From an optimization exercise on the open Yosys and OpenROAD flow, aimed at small area, a short achievable clock period and few clock cycles; shortcuts taken in it are not production practice.
Only simulation tests tie the RTL to the original design; equivalence was not proved.
Power and IR drop assume default switching activity.

// lep_crc16
module lep_crc16 (
    input  wire        clk,
    input  wire        rst,
    input  wire        host_req,
    input  wire        host_we,
    input  wire [11:0] host_addr,
    input  wire [31:0] host_wdata,
    output wire [31:0] host_rdata,
    output wire        host_ready,
    output wire        mem_re,
    output wire        mem_we,
    output wire [9:0]  mem_addr,
    output reg  [3:0]  mem_be,
    output wire [31:0] mem_wdata,
    input  wire [31:0] mem_rdata
);
make LEC_CHECK=0 CAP_MARGIN=20 CORE_MARGIN=2 CORE_UTILIZATION=55 CTS_BUF_LIST='sky130_fd_sc_hd__clkbuf_4 sky130_fd_sc_hd__clkbuf_8' PLACE_DENSITY=0.6 SETUP_SLACK_MARGIN=3.4 SLEW_MARGIN=20 finish   # period 8.0 ns
run.sh (not shown) runs the stock make flow with config.mk's settings and CLKGATE_MAP_FILE= SYNTH_SCRIPT=/design/flow/synth_recipe.tcl, a recipe that flattens the netlist after the stock synthesis.
The first run went through all stages and came out clean.
Testbench counts at the start, summed over its fixed seeds: cycles 71,064.
==> next run, changes <==
Settings changed: PLACE_DENSITY 0.6 to 0.65, SETUP_SLACK_MARGIN 3.4 to 3.5.
The new run went through all stages and came out clean.
Worst hold slack is about the same.
Worst setup slack is worse by 0.024 ns.
Maximum frequency falls by 0.52%.
Final cell count rises by 1.2%.
==> next run, changes <==
Settings changed: PLACE_DENSITY 0.65 to 0.7, SETUP_SLACK_MARGIN 3.5 to 3.4.
The new run produced a clean layout.
Wire length goes down by about 1.4%.
First-iteration DRC count went up by 4.1%.
Die area stays the same.
Count of clock-buffer cells in the layout falls by 20.
Setup slack got worse by 0.17 ns.

---

Another version of the RTL of lep_crc16 (not shown whole).
Size in the first run: ~2800 cells after synthesis, roughly 160 I/O pins, roughly 0.024 mm^2 of cells after synthesis.
## lep_crc16
module lep_crc16 (
    input  wire        clk,
    input  wire        rst,
    input  wire        host_req,
    input  wire        host_we,
    input  wire [11:0] host_addr,
    input  wire [31:0] host_wdata,
    output wire [31:0] host_rdata,
    output wire        host_ready,
    output wire        mem_re,
    output wire        mem_we,
    output wire [9:0]  mem_addr,
    output reg  [3:0]  mem_be,
    output wire [31:0] mem_wdata,
    input  wire [31:0] mem_rdata
);
Settings: LEC_CHECK=0, CAP_MARGIN=5, CORE_MARGIN=2, CORE_UTILIZATION=55, CTS_BUF_LIST=sky130_fd_sc_hd__clkbuf_4 sky130_fd_sc_hd__clkbuf_8, PLACE_DENSITY=0.7, SETUP_SLACK_MARGIN=3.4, SLEW_MARGIN=5; clock period 8.0 ns.
The starting point went through all stages and came out clean.
Testbench counts at the start, summed over its fixed seeds: cycles 71,064.
==> next run, changes <==
- CAP_MARGIN: 5 -> 20
- CORE_UTILIZATION: 55 -> 40
- CTS_BUF_LIST: sky130_fd_sc_hd__clkbuf_4 sky130_fd_sc_hd__clkbuf_8 -> default
- PLACE_DENSITY: 0.7 -> 0.6
- SLEW_MARGIN: 5 -> 20
Effect:
- power went up by 4.4%
- sequential share of layout area went down by 0.66 points
- wire length went up by 6.1%
- synthesized area is unchanged
- non-clock buffer count went up by 39
- cell count went up by 5.6%
- first-iteration DRC count went down by 22%
- die area went up by about 37%
==> next run, changes <==
- CORE_UTILIZATION: 40 -> 55
- CTS_BUF_LIST: default -> sky130_fd_sc_hd__clkbuf_8
- PLACE_DENSITY: 0.6 -> 0.7
Result: The changed run passed the timing, design-rule and antenna checks; design area fell by 1.8%; die area fell by 27%; worst hold slack gets better by 6.5 ps; total power fell by 5.0%; setup slack gets worse by 24 ps; routed wire length fell by 5.7%; count of clock-buffer cells in the layout rose by 3; via count rose by 1.7%; synthesized area is unchanged; combinational power fell by about 2%.

---

build 6:
Starting RTL as in the previous note.
## lep_crc16
module lep_crc16 (
    input  wire        clk,
    input  wire        rst,
    input  wire        host_req,
    input  wire        host_we,
    input  wire [11:0] host_addr,
    input  wire [31:0] host_wdata,
    output wire [31:0] host_rdata,
    output wire        host_ready,
    output wire        mem_re,
    output wire        mem_we,
    output wire [9:0]  mem_addr,
    output reg  [3:0]  mem_be,
    output wire [31:0] mem_wdata,
    input  wire [31:0] mem_rdata
);
    localparam [9:0] R_CMD        = 10'h000;
    localparam [9:0] R_STATUS     = 10'h001;
    localparam [9:0] R_CTRL       = 10'h002;
    localparam [9:0] R_SRC_ADDR   = 10'h003;
    localparam [9:0] R_SRC_LEN    = 10'h004;
    localparam [9:0] R_DST_ADDR   = 10'h005;
    localparam [9:0] R_DST_CAP    = 10'h006;
    localparam [9:0] R_OUT_LEN    = 10'h007;
    localparam [9:0] R_CRC_CFG    = 10'h008;
    localparam [9:0] R_CRC_STATE  = 10'h009;
  ...
==> flow/config.mk <==
export PLATFORM = sky130hd
export DESIGN_NAME = lep_crc16
export DESIGN_NICKNAME = lep_crc16
export VERILOG_FILES = /design/flow/design.v
export SDC_FILE = /design/flow/constraint.sdc
export NUM_CORES = 4
export LEC_CHECK = 0
export CAP_MARGIN = 20
export CORE_MARGIN = 2
export CORE_UTILIZATION = 65
export CTS_BUF_LIST = sky130_fd_sc_hd__clkbuf_4 sky130_fd_sc_hd__clkbuf_8
export PLACE_DENSITY = 0.8
export SETUP_SLACK_MARGIN = 3.4
export SLEW_MARGIN = 20
==> flow/constraint.sdc <==
create_clock -name core_clock -period 8.0 [get_ports {clk}]
set_input_delay 1.6000 -clock core_clock [delete_from_list [all_inputs] [get_ports {clk}]]
set_output_delay 1.6000 -clock core_clock [all_outputs]
set_load 0.01 [all_outputs]
Build 6 was carried through to the last stage, and its layout satisfied the timing, design-rule and antenna checks.
Testbench counts of build 6, summed over its fixed seeds: cycles 71,064.
### build 6 -> build 5
Settings: a change of CORE_UTILIZATION from 65 to 55; a change of PLACE_DENSITY from 0.8 to 0.7; a change of SETUP_SLACK_MARGIN from 3.4 to 3.3.
Notes after the runs:
Min logic depth of the worst setup path including buffers across build 6 and build 5: build 5. Diff build 6..build 5 | count of max-cap constraint violations | unchanged. Lower smallest setup slack after layout was reported by build 5, not build 6. Build 5: maximum clock rate about 2.8% below build 6. From build 6 to build 5 the numbers moved as follows: non-clock buffer count -26, logic gate share of total power went down. Build 5 against build 6: finished layout cell area fell by 140 µm², global-route met2 utilization went down 12 points, layout overhead on the synthesized area went down 0.59 points.
diff inputs: build 5 => build 51
Settings: a change of SETUP_SLACK_MARGIN from 3.3 to 3.6.
Notes after the runs:
- Diff build 5 -> build 51 | final RePlAce weighted congestion | up by a few percent
- Delta(number of standard cells in the layout, taps in and fillers out, build 51 - build 5) > 0
- In the tables for build 5 and build 51, clock latency on the worst-skew pair reads higher with build 5.
- Between build 5 and build 51, the highest attainable clock frequency is lower for build 5.
- On part of the cycle the worst path needs, the higher figure sits with build 5, not build 51.
- For footprint of the flip-flops and latches, build 5 and build 51 come out practically identical.
- From build 5 to build 51 the numbers moved as follows: count of clock-buffer cells in the layout now smaller, total power now sits higher.
> inputs changed (build 51 -> build 93)
Settings: clearing CTS_BUF_LIST, which used to be sky130_fd_sc_hd__clkbuf_4 sky130_fd_sc_hd__clkbuf_8; swapping 55 for 40 in CORE_UTILIZATION; swapping 3.6 for 3.0 in SETUP_SLACK_MARGIN; swapping 0.7 for 0.6 in PLACE_DENSITY.
### Flow results
- Per the final summary, build 93 finished and its layout is clean on timing, DRC and antenna.
- Summary — fmax, build 93 relative to build 51: lower, by about 7%.
- On build 93: setup slack is 370 ps lower than what build 51 gave.
- Build 93 gives less non-clock buffer count than build 51 did.
- In build 93, the share of final layout cell area taken by non-clock buffers came out 4.5 points below the value in build 51.

==> static timing again, ports no longer ideal <==
The results above use ideal ports. As a check the final layouts listed here were re-extracted and re-timed, cells and wires unchanged.
Step 1 sets driving cells, clkbuf_16 on the clock port and buf_2 on the other inputs (assumed; they add their load-dependent delay and slew).
Step 2 times the ports against the registers' clock, not the clock port: input delays grow and output delays shrink by t, the midpoint of the rising clock arrivals with the driver on.
Slacks: no drivers / after step 1 / after step 2; pairs: no drivers / after step 1.
| run | t, ns | setup slack, ns | worst setup path at the end | pins driven straight from the clock port |
|---|---|---|---|---|
| the first run of note 1 | 0.707 | 3.323 / 3.215 / 2.972 | input to register | 1 |
| the second run of note 1 | 0.711 | 3.298 / 3.237 / 3.026 | input to register | 1 |
| the third run of note 1 | 0.697 | 3.129 / 3.096 / 2.969 | input to register | 1 |
| the first run of note 2 | 0.700 | 3.259 / 3.197 / 2.985 | input to register | 1 |
| the second run of note 2 | 0.637 | 3.364 / 3.256 / 3.006 | input to register | 1 |
| the third run of note 2 | 0.716 | 3.340 / 3.286 / 2.850 | input to register | 1 |
| build 6 | 0.712 | 3.381 / 3.328 / 2.724 | input to register | 1 |
| build 5 | 0.738 | 3.248 / 3.191 / 2.870 | input to register | 1 |
| build 51 | 0.732 | 3.354 / 3.323 / 3.117 | input to register | 1 |
| build 93 | 0.643 | 2.988 / 2.968 / 2.661 | input to register | 1 |
After both steps setup and hold are still met in every run listed. The setup slack of build 6, which loses most, moves by -0.053 ns with the drivers and by -0.657 ns with both steps.
